This is an optimization exercise on Yosys and OpenROAD, whose aim is small area, not a production implementation. RTL that was checked went through simulation tests only; none was proved equivalent to the original. The clock port is modelled as an ideal driver; clocking choices that lean on that would not hold on a real chip. No activity file was given, so power comes from the tool's default toggle rates.

v6:
## kbot_can_engine
module kbot_can_engine (
    input  wire        clk,
    input  wire        rst,
    input  wire        cmd_valid,
    output wire        cmd_ready,
    input  wire [3:0]  cmd_op,
    input  wire [7:0]  cmd_arg,
    input  wire [28:0] cmd_id,
    input  wire [3:0]  cmd_len,
    input  wire [63:0] cmd_data,
    input  wire [15:0] cmd_fault,
    input  wire [31:0] cmd_timeout,
    input  wire        cmd_tdef,
    output reg         cpl_valid,
    output reg  [2:0]  cpl_code,
    output wire [63:0] cpl_res,
    output wire        open_valid,
    input  wire        open_ready,
    input  wire        open_err,
    output wire        tx_valid,
    output wire [28:0] tx_id,
    output wire [63:0] tx_data,
    input  wire        tx_ready,
    input  wire        tx_err,
    output wire        rx_valid,
    output wire [9:0]  rx_wait,
    input  wire        rx_ready,
    input  wire [1:0]  rx_kind,
    input  wire [28:0] rx_id,
    input  wire        rx_ide,
    input  wire [3:0]  rx_len,
    input  wire [63:0] rx_data,
    input  wire        tick,
    output wire        done_valid,
    output wire [2:0]  done_code,
    output wire [63:0] done_st,
    output wire        done_pw_valid,
    output wire [63:0] done_pw,
    output wire        done_dis_failed,
    output wire        sink_valid,
    output wire        sink_st_valid,
    output wire [63:0] sink_st,
    output wire        sink_pw_valid,
    output wire [63:0] sink_pw
);
export LEC_CHECK = 0
export CAP_MARGIN = 20
export CORE_AREA = 5 5 165 165
export CTS_BUF_LIST = sky130_fd_sc_hd__clkbuf_8
export DIE_AREA = 0 0 170 170
export SLEW_MARGIN = 20
create_clock -name core_clock -period 10.0 [get_ports {clk}]
standard.sh (not shown) runs the stock make flow with config.mk's settings and CLKGATE_MAP_FILE= SYNTH_SCRIPT=/design/flow/synth_recipe.tcl, a recipe that flattens the netlist after the stock synthesis.
==> flow/flow/run.sh <==
#!/bin/bash
# The standard layout, with every port buffered by the smallest buffer
# (sky130_fd_sc_hd__buf_1) instead of the resizer's default choice.
set -euo pipefail
export BUFFER_PORTS_ARGS="-buffer_cell sky130_fd_sc_hd__buf_1"
bash standard.sh finish > standard.log 2>&1
No final results exist for v6, since it was stopped by error PPL-0024 during I/O pin placement.
Input changes introduced in v7 (baseline for comparison: v6):
- CTS_BUF_LIST: sky130_fd_sc_hd__clkbuf_8 -> unset
==> run notes <==
v7: it failed with a tool error in I/O pin placement, so there are no final results. v7 -> v6: number of placement rows delta 0, exact match. Changes observed in v7 relative to v6: adder-cell share of the synthesized area barely changed, flip-flop and latch count after synthesis shows no meaningful change, cell count after synthesis level, share of cell area taken by muxes after synthesis about even.
Function was not checked in any run of this note: the RTL went through the layout flow alone.

== try-pepper ==
kbot_can_engine, a different RTL version from the one above (not shown whole).
Size: ~710 I/O pins.
// kbot_can_engine
module kbot_can_engine (
    input  wire        clk,
    input  wire        rst,
    input  wire        cmd_valid,
    output wire        cmd_ready,
    input  wire [3:0]  cmd_op,
    input  wire [7:0]  cmd_arg,
    input  wire [28:0] cmd_id,
    input  wire [3:0]  cmd_len,
    input  wire [63:0] cmd_data,
    input  wire [15:0] cmd_fault,
    input  wire [31:0] cmd_timeout,
    input  wire        cmd_tdef,
    output reg         cpl_valid,
    output reg  [2:0]  cpl_code,
    output wire [63:0] cpl_res,
    output wire        open_valid,
    input  wire        open_ready,
    input  wire        open_err,
    output wire        tx_valid,
    output wire [28:0] tx_id,
    output wire [63:0] tx_data,
    input  wire        tx_ready,
    input  wire        tx_err,
    output wire        rx_valid,
    output wire [9:0]  rx_wait,
    input  wire        rx_ready,
    input  wire [1:0]  rx_kind,
    input  wire [28:0] rx_id,
    input  wire        rx_ide,
    input  wire [3:0]  rx_len,
    input  wire [63:0] rx_data,
    input  wire        tick,
    output wire        done_valid,
    output wire [2:0]  done_code,
    output wire [63:0] done_st,
    output wire        done_pw_valid,
    output wire [63:0] done_pw,
    output wire        done_dis_failed,
    output wire        sink_valid,
    output wire        sink_st_valid,
    output wire [63:0] sink_st,
    output wire        sink_pw_valid,
    output wire [63:0] sink_pw
);
export LEC_CHECK = 0
export CAP_MARGIN = 20
export CORE_AREA = 55 55 205 205
export DIE_AREA = 0 0 260 260
export SLEW_MARGIN = 20
create_clock -name core_clock -period 10.0 [get_ports {clk}]
==> flow/flow/run.sh <==
#!/bin/bash
# The standard layout (standard.sh) with these changes:
#  - synthesis is the standard one, except that ABC maps the logic with an
#    area-oriented script (flow/abc_area.script) instead of abc_speed.script;
#  - every port is buffered by the smallest buffer (sky130_fd_sc_hd__buf_1);
#  - neighbouring constant outputs share tie cells (flow/share_ties.tcl);
#  - the clock tree is built from clkbuf_8 without dummy loads, and then each
#    leaf buffer is sized to the smallest clkbuf that keeps its flip-flops'
#    clock slew under 112 ps (flow/size_clock.tcl).
# Each step's full output goes to a log file here (synth.log, standard.log)
# and ORFS's own logs under orfs/logs/.
set -euo pipefail
export BUFFER_PORTS_ARGS="-buffer_cell sky130_fd_sc_hd__buf_1"
export CTS_ARGS="-sink_clustering_enable -repair_clock_nets -sink_clustering_size 8 -buf_list sky130_fd_sc_hd__clkbuf_8 -dont_use_dummy_load"
export PRE_GLOBAL_PLACE_TCL="$PWD/flow/share_ties.tcl"
export SHARE_TIES_GAP_UM=60 SHARE_TIES_GROUP=32
export POST_CTS_TCL="$PWD/flow/size_clock.tcl"
export CLOCK_LEAF_SLEW_PS=112
rm -rf scripts_area
cp -r "$FLOW_HOME/scripts" scripts_area
cp flow/abc_area.script scripts_area/abc_speed.script
SCRIPTS_DIR="$PWD/scripts_area" bash standard.sh synth > synth.log 2>&1
bash standard.sh finish > standard.log 2>&1
==> flow/flow/share_ties.tcl <==
# PRE GLOBAL_PLACE hook: after the pins are placed, let one tie cell drive a
# run of neighbouring constant output ports of the same value, instead of
# one tie cell per port. Only ties whose net drives nothing but one port
# are merged. The yosys buffers between ties and ports are removed first,
# as global placement does next anyway.
remove_buffers
set block [ord::get_db_block]
set die [$block getDieArea]
set W [expr {[$die xMax] - [$die xMin]}]
set H [expr {[$die yMax] - [$die yMin]}]
set max_gap [expr {int([env_var_or_empty SHARE_TIES_GAP_UM] eq "" ? 20 : [env_var_or_empty SHARE_TIES_GAP_UM]) * [$block getDbUnitsPerMicron]}]
set max_group [expr {[env_var_or_empty SHARE_TIES_GROUP] eq "" ? 8 : [env_var_or_empty SHARE_TIES_GROUP]}]

# position of a point along the die's edge, counter-clockwise from (0, 0)
proc edge_pos { x y W H } {
  if { $y == 0 } { return $x }
  if { $x == $W } { return [expr {$W + $y}] }
  if { $y == $H } { return [expr {$W + $H + ($W - $x)}] }
  return [expr {2 * $W + $H + ($H - $y)}]
}

set cand(HI) {}
set cand(LO) {}
foreach inst [$block getInsts] {
  if { [[$inst getMaster] getName] ne "sky130_fd_sc_hd__conb_1" } { continue }
  set used {}
  foreach port {HI LO} {
    set it [$inst findITerm $port]
    set net [$it getNet]
    if { $net ne "NULL" } { lappend used [list $port $net] }
  }
  if { [llength $used] != 1 } { continue }
  lassign [lindex $used 0] port net
  if { [llength [$net getITerms]] != 1 } { continue }
  set bterms [$net getBTerms]
  if { [llength $bterms] != 1 } { continue }
  set bt [lindex $bterms 0]
  set bpin [lindex [$bt getBPins] 0]
  set box [$bpin getBBox]
  set x [expr {([$box xMin] + [$box xMax]) / 2}]
  set y [expr {([$box yMin] + [$box yMax]) / 2}]
  # snap to the edge the pin sits on
  if { [$box xMin] <= 0 } { set x 0 } elseif { [$box xMax] >= $W } { set x $W }
  if { [$box yMin] <= 0 } { set y 0 } elseif { [$box yMax] >= $H } { set y $H }
  lappend cand($port) [list [edge_pos $x $y $W $H] $inst $net $bt]
}

puts "cand HI [llength $cand(HI)] LO [llength $cand(LO)] gap $max_gap group $max_group"
set removed 0
foreach port {HI LO} {
  set lst [lsort -integer -index 0 $cand($port)]
  set keep ""
  set last -1
  set n 0
  foreach c $lst {
    lassign $c pos inst net bt
    if { $keep ne "" && $pos - $last <= $max_gap && $n < $max_group } {
      $bt disconnect
      $bt connect $keep
      odb::dbInst_destroy $inst
      odb::dbNet_destroy $net
      incr removed
      incr n
    } else {
      set keep $net
      set n 1
    }
    set last $pos
  }
}
puts "share_ties: removed $removed tie cells"
==> flow/flow/size_clock.tcl <==
set target_ps 95
if { [info exists ::env(CLOCK_LEAF_SLEW_PS)] } { set target_ps $::env(CLOCK_LEAF_SLEW_PS) }
set target [expr {$target_ps * 1e-3}]
set sizes {sky130_fd_sc_hd__clkbuf_4 sky130_fd_sc_hd__clkbuf_8 sky130_fd_sc_hd__clkbuf_16}
estimate_parasitics -placement

proc leaf_loads { inst } {
  set out [get_pins -of_objects $inst -filter "direction==output"]
  set net [get_nets -of_objects $out]
  return [get_pins -of_objects $net -filter "direction==input"]
}
proc worst_slew { pins } {
  set mx 0
  foreach p $pins {
    set s [get_property $p slew_max]
    if { $s > $mx } { set mx $s }
  }
  return $mx
}
proc is_leaf { inst } {
  foreach p [leaf_loads $inst] {
    set ref [get_property [get_cells -of_objects $p] ref_name]
    if { [string match "*df*" $ref] } { return 1 }
  }
  return 0
}

if { [info exists ::env(CLOCK_ROOT_CELL)] } {
  foreach inst [get_cells -quiet clkbuf_0_*] { replace_cell $inst $::env(CLOCK_ROOT_CELL) }
}
set leaves {}
foreach inst [get_cells -quiet clkbuf_*] {
  if { [string match "sky130_fd_sc_hd__clkbuf_*" [get_property $inst ref_name]] && [is_leaf $inst] } {
    lappend leaves $inst
  }
}
# two passes: sizes of the other leaves change the tree's upper levels a little
for { set pass 0 } { $pass < 2 } { incr pass } {
  foreach inst $leaves {
    set loads [leaf_loads $inst]
    set start [expr {$pass == 0 ? 0 : [lsearch $sizes [get_property $inst ref_name]]}]
    foreach master [lrange $sizes $start end] {
      if { [get_property $inst ref_name] ne $master } { replace_cell $inst $master }
      if { [worst_slew $loads] <= $target } { break }
    }
  }
}
foreach inst $leaves {
  puts "size_clock: [get_name $inst] [get_property $inst ref_name] fanout [llength [leaf_loads $inst]] slew [format %.1f [expr {[worst_slew [leaf_loads $inst]] * 1e3}]] ps"
}
set area 0
foreach inst [get_cells -quiet clkbuf_*] { set area [expr {$area + [get_property [get_lib_cells -of_objects $inst] area]}] }
puts "size_clock: clock buffer area $area"
detailed_placement
check_placement
Other scripts of this flow, unchanged in this note and not shown: flow/flow/abc_area.script
The inputs of try-harbor differ from those of try-pepper as listed below.
Settings: CORE_AREA changed from 55 55 205 205 to 40 40 220 220.
## What came out
Changes observed in try-harbor relative to try-pepper: non-clock buffer total of the final layout went down by 0.34%, maximum cell stage delay along the critical path was more or less identical, routing usage on met2 went down by 1.2 points, combinational share of power went down by 0.6 points, fraction of standard cell area in multi-input logic went down by 0.40 points.
Changes observed in try-harbor relative to try-pepper: transition time of the tightest slew-check pin up 0.049 ns, power went down by 0.78%.
Number of cells in the finished layout apart from fillers was lower in try-pepper than in try-harbor.
Diff try-pepper and try-harbor: sequential portion of the cell area higher in try-pepper
Input changes introduced in try-raven (baseline for comparison: try-harbor):
Settings: GPL_TIMING_DRIVEN newly set to 0; CORE_AREA changed from 40 40 220 220 to 5 5 255 255.
--- a/flow/flow/run.sh
+++ b/flow/flow/run.sh
@@ -7,5 +7,5 @@
 #  - the clock tree is built from clkbuf_8 without dummy loads, and then each
 #    leaf buffer is sized to the smallest clkbuf that keeps its flip-flops'
-#    clock slew under 112 ps (flow/size_clock.tcl).
+#    clock slew under 105 ps (flow/size_clock.tcl).
 # Each step's full output goes to a log file here (synth.log, standard.log)
 # and ORFS's own logs under orfs/logs/.
@@ -14,7 +14,7 @@
 export CTS_ARGS="-sink_clustering_enable -repair_clock_nets -sink_clustering_size 8 -buf_list sky130_fd_sc_hd__clkbuf_8 -dont_use_dummy_load"
 export PRE_GLOBAL_PLACE_TCL="$PWD/flow/share_ties.tcl"
-export SHARE_TIES_GAP_UM=60 SHARE_TIES_GROUP=32
+export SHARE_TIES_GAP_UM=40 SHARE_TIES_GROUP=24
 export POST_CTS_TCL="$PWD/flow/size_clock.tcl"
-export CLOCK_LEAF_SLEW_PS=112
+export CLOCK_LEAF_SLEW_PS=105
 rm -rf scripts_area
 cp -r "$FLOW_HOME/scripts" scripts_area
## What came out
try-raven reached the end of the flow, and the finished layout is clean on the timing, design-rule and antenna checks.
[try-raven] area growth from synthesis to final layout rose 7.2 points relative to try-harbor
In the flow results for try-raven and try-harbor, the routed length on met1 is larger on try-harbor.
try-raven against try-harbor: antenna diode count rose by 3; number of fillers in the final layout rose by 110%; power share of the combinational group fell by 0.9 points.
try-raven: data arrival time of the critical path higher than try-harbor
In try-raven relative to try-harbor, first-pass GRT wire length had gone down by more than 10%.
First-iteration DRC count is lower on try-raven
Summary of try-raven over try-harbor: largest voltage drop on the vdd net now sits higher; number of synthesized flops with an enable pin now sits at about the same level; overall power consumption now sits higher.
## Diff of input files: try-yarrow against try-raven
Settings: swapping 5 5 255 255 for 65 65 195 195 in CORE_AREA; clearing GPL_TIMING_DRIVEN, which used to be 0.
--- a/flow/flow/run.sh
+++ b/flow/flow/run.sh
@@ -7,5 +7,5 @@
 #  - the clock tree is built from clkbuf_8 without dummy loads, and then each
 #    leaf buffer is sized to the smallest clkbuf that keeps its flip-flops'
-#    clock slew under 105 ps (flow/size_clock.tcl).
+#    clock slew under 112 ps (flow/size_clock.tcl).
 # Each step's full output goes to a log file here (synth.log, standard.log)
 # and ORFS's own logs under orfs/logs/.
@@ -14,7 +14,7 @@
 export CTS_ARGS="-sink_clustering_enable -repair_clock_nets -sink_clustering_size 8 -buf_list sky130_fd_sc_hd__clkbuf_8 -dont_use_dummy_load"
 export PRE_GLOBAL_PLACE_TCL="$PWD/flow/share_ties.tcl"
-export SHARE_TIES_GAP_UM=40 SHARE_TIES_GROUP=24
+export SHARE_TIES_GAP_UM=60 SHARE_TIES_GROUP=32
 export POST_CTS_TCL="$PWD/flow/size_clock.tcl"
-export CLOCK_LEAF_SLEW_PS=105
+export CLOCK_LEAF_SLEW_PS=112
 rm -rf scripts_area
 cp -r "$FLOW_HOME/scripts" scripts_area
Results
- try-raven reports its top layer reached by signal wires as met4 while try-yarrow reports met5.
- Status | try-raven and try-yarrow | clean
- Changes observed in try-yarrow relative to try-raven: average vias per placed instance has increased; first-pass GRT wire length went up; worst slew margin relative to its limit up 3.1 points.
Edits applied to the flow inputs when going from try-yarrow to try-ember:
Settings: CORE_AREA now 5 5 255 255, was 65 65 195 195; PLACE_DENSITY now 0.35, previously not set.
--- outcome ---
Measured against each other, try-ember and try-yarrow differ in initial antenna violation count, the higher figure coming from try-yarrow.
try-yarrow ended up with met5 as its uppermost layer routed; try-ember ended up with met4.
try-ember ends up with lower final core utilization than try-yarrow does.
try-ember closes out successfully: all stages finished, all timing, DRC and antenna checks passed.
Summary of try-ember over try-yarrow: setup slack after layout shows a reduction of 0.012 ns, sum of routed wire length over all layers shows a reduction of 44%.
Relative to try-yarrow, the non-clock buffer count measured on try-ember has increased slightly.

[afterwards: timing with drivers on the ports]
No port has a modelled driver above. Below, the same layouts with a new extraction and two added sets of constraints. Step 1, drivers: a clkbuf_16 drives clk and a buf_2 each remaining input, both assumed. Step 2 adds t to the input delays and takes it off the output delays; t is the mean of the earliest and latest rising clock arrival at the registers after step 1. Input paths then give back, and output paths get back, about the clock's delay inside the block. Slacks: ideal / step 1 / step 2; pairs: ideal / step 1.
run | t, ns | slack for setup (ns) | worst setup path after step 2 | worst data-port slew with drivers (ns) | pins driven straight from the clock port
try-pepper | 0.470 | 2.591 / 2.535 / 2.065 | input to register | 0.14 | 1
try-harbor | 0.493 | 2.514 / 2.489 / 1.996 | input to register | 0.09 | 1
try-raven | 0.563 | 2.199 / 2.169 / 1.606 | input to register | 0.15 | 1
try-yarrow | 0.475 | 2.596 / 2.567 / 2.092 | input to register | 0.16 | 1
try-ember | 0.558 | 2.583 / 2.605 / 2.046 | input to register | 0.10 | 1
After both steps every run listed still meets setup and hold. The setup slack of try-raven, which loses most, moves by -0.030 ns with the drivers and by -0.593 ns with both steps.
